This design comes from an exercise in tuning for small area, a short achievable clock period and few clock cycles per item on the open sky130 flow, not from production work.
In this exercise RTL edits were held to simulation tests only and were not proved equivalent to the original.
Power is estimated from default activity; no workload was simulated.

job 5184:
==> flow/design.v (excerpt) <==
module canfc_rx (
    input  wire        clk,
    input  wire        rst,           
    input  wire        mode,          
    input  wire        in_valid,
    input  wire [7:0]  in_byte,
    output wire        in_ready,
    output reg         out_valid,     
    output reg         out_ok,        
    output wire [28:0] out_id,
    output wire        out_ext,
    output wire        out_rtr,
    output wire [3:0]  out_len,
    output wire [63:0] out_data,      
    output wire        out_ts_valid,
    output wire [31:0] out_ts
);
Size: about 710 cells after synthesis, roughly 170 flip-flops, ~150 I/O pins, about 8100 um^2 of cells after synthesis.
clock: 10.0 ns
lec_check: 0
cap_margin: 20
core_margin: 2
core_utilization: 55
slew_margin: 20
standard.sh (not shown) runs the stock make flow with config.mk's settings and CLKGATE_MAP_FILE= SYNTH_SCRIPT=/design/flow/synth_recipe.tcl, a recipe that flattens the netlist after the stock synthesis.
==> flow/flow/run.sh <==
#!/bin/bash
set -e
export BUFFER_PORTS_ARGS="-buffer_cell sky130_fd_sc_hd__buf_1"
export SETUP_SLACK_MARGIN=7
export CTS_ARGS="-sink_clustering_enable -repair_clock_nets -dont_use_dummy_load -root_buf sky130_fd_sc_hd__clkbuf_16 -buf_list sky130_fd_sc_hd__clkbuf_8"
bash standard.sh > standard_run.log 2>&1
Having completed the whole flow, job 5184 delivered a layout that passed the timing, DRC and antenna checks.
Testbench counts of job 5184, summed over its fixed seeds: cycles 18,487, lines 960.
Input-level comparison between job 315 and job 5184:
diff --git a/flow/design.v b/flow/design.v
--- a/flow/design.v
+++ b/flow/design.v
@@ -17,21 +17,17 @@
 );
     localparam [7:0] CH_CR    = 8'h0D;
     localparam [7:0] CH_LF    = 8'h0A;
     localparam [7:0] CH_SP    = 8'h20;
     localparam [7:0] CH_COLON = 8'h3A;
     assign in_ready = 1'b1;
     wire [7:0] b      = in_byte;
-    wire       b_dec  = (b[7:4] == 4'h3) && (!b[3] || (b[2:1] == 2'b00));
-    wire       b_let  = (b[7:6] == 2'b01) && !b[4] && !b[3] &&
-                        (b[2:0] != 3'd0) && (b[2:0] != 3'd7);    
-    wire [3:0] b_lval = {1'b1,
-                         b[2] | (b[1] & b[0]),
-                         b[2] ? (b[1] | b[0]) : !(b[1] & b[0]),
-                         !b[0]};
+    wire       b_dec  = (b >= 8'h30) && (b <= 8'h39);
+    wire       b_uhex = (b >= 8'h41) && (b <= 8'h46);
+    wire       b_lhex = (b >= 8'h61) && (b <= 8'h66);
     reg        v_r;          
     reg        m;            
     reg        c_del;        
     reg        c_vcr;        
     reg        c_sp;         
     reg        c_col;        
     reg        c_hex;        
@@ -42,16 +38,16 @@
     always @(posedge clk) begin
         v_r   <= in_valid && !rst;
         m     <= mode;
         c_del <= (b == (mode ? CH_LF : CH_CR));
         c_vcr <= mode && (b == CH_CR);
         c_sp  <= (b == CH_SP);
         c_col <= (b == CH_COLON);
-        c_hex <= b_dec || b_let;
-        hval  <= ({4{b_dec}} & b[3:0]) | ({4{b_let}} & b_lval);
+        c_hex <= b_dec || b_uhex || b_lhex;
+        hval  <= b_dec ? b[3:0] : (b_uhex || b_lhex) ? b[3:0] + 4'd9 : 4'd0;
         c_tag <= (b == 8'h54) || (b == 8'h74) || (b == 8'h52) || (b == 8'h72);
         c_t   <= (b == 8'h74);
         c_b5  <= b[5];
         c_b1  <= b[1];
     end
     wire c_dec  = c_hex && !(hval[3] && (hval[2] || hval[1]));
     wire c_r    = c_tag && c_b5 && c_b1;        
@@ -86,14 +82,15 @@
             lfsr_n = CNT_0;
             for (t = 0; t < n; t = t + 1)
                 lfsr_n = lfsr_step(lfsr_n);
         end
     endfunction
     localparam [6:0] CNT_64 = lfsr_n(64);
     reg [6:0]  cnt;          
+    reg        ovf;          
     reg        pcr;          
     reg        ext, rtr;
     reg [28:0] hacc;         
     reg        hbig;         
     reg [4:0]  k;            
     reg [31:0] dacc;         
     reg        dbad;         
@@ -206,27 +203,31 @@
     wire [3:0]  nval = hval & {4{!n_clr}};
     integer i;
     always @(posedge clk) begin
         out_valid <= 1'b0;
         if (rst) begin
             st  <= S_START;
             cnt <= CNT_0;
+            ovf <= 1'b0;
             pcr <= 1'b0;
         end else if (v_r) begin
             if (c_del) begin
                 out_valid <= 1'b1;
-                out_ok    <= end_ok;
+                out_ok    <= end_ok && !ovf;
                 st        <= S_START;
                 cnt       <= CNT_0;
+                ovf       <= 1'b0;
                 pcr       <= 1'b0;
             end else begin
-                if (cnt != CNT_64)
+                if (cnt == CNT_64)
+                    ovf <= 1'b1;
+                else
                     cnt <= lfsr_step(cnt);
                 pcr <= c_vcr;
-                if (pcr || cnt == CNT_64)
+                if (pcr)
                     st <= S_FAIL;
                 else if (!c_vcr)
                     st <= st_n;
             end
         end
         if (h_load || h_shift) begin
             hacc <= {h_load ? 25'd0 : hacc[24:0], hval};
Notes after the runs:
Taking job 5184 as the reference, in job 315 portion of total power attributed to the clock network moved down, data arrival time of the critical path now sits at about the same level, via count of the routed design grew by 43.
Job 5184 → job 315: worst setup slack moved up; portion of total power attributed to sequential cells moved down.
Job 315 vs. job 5184: detail-routed net length per standard cell fell by 0.62 um, area of all placed cells without fillers increased 1.8%, area inside the core boundary rose by 1.1%.
For job 5184, the launch point of the worst path was dacc[11], unlike job 315, where it was dacc[18].
Going from job 5184 to job 315, total length of routed wires lost 2.1%; synthesized cell count increased 1.7%; routed wire length on met2 has increased.
Testbench counts of job 315, summed over its fixed seeds: cycles 18,487, lines 960.

==> re-timing with driven ports <==
No port has a modelled driver above. Below, the same layouts with a new extraction and two added sets of constraints.
Step 1 (the two cells are an assumption about what drives the block):
set clk [get_ports {clk}]
set_driving_cell -lib_cell sky130_fd_sc_hd__clkbuf_16 $clk
set_driving_cell -lib_cell sky130_fd_sc_hd__buf_2 [delete_from_list [all_inputs] $clk]
Step 2 adds t to the input delays and takes it off the output delays; t is the mean of the earliest and latest rising clock arrival at the registers after step 1. Input paths then give back, and output paths get back, about the clock's delay inside the block.
Slacks: ideal ports / drivers / drivers and shift; pairs: ideal ports / drivers.
| run | t (ns) | setup slack, ns | worst hold slack (ns) | worst setup path at the end | cell pins on the clock port's net |
|---|---|---|---|---|---|
| job 5184 | 0.412 | 7.005 / 6.961 / 6.780 | 0.507 / 0.507 / 0.507 | input to register | 1 |
| job 315 | 0.407 | 7.022 / 6.979 / 6.704 | 0.497 / 0.497 / 0.497 | input to register | 1 |
After both steps every run listed still meets setup and hold. The setup slack of job 315, which loses most, moves by -0.043 ns with the drivers and by -0.318 ns with both steps.
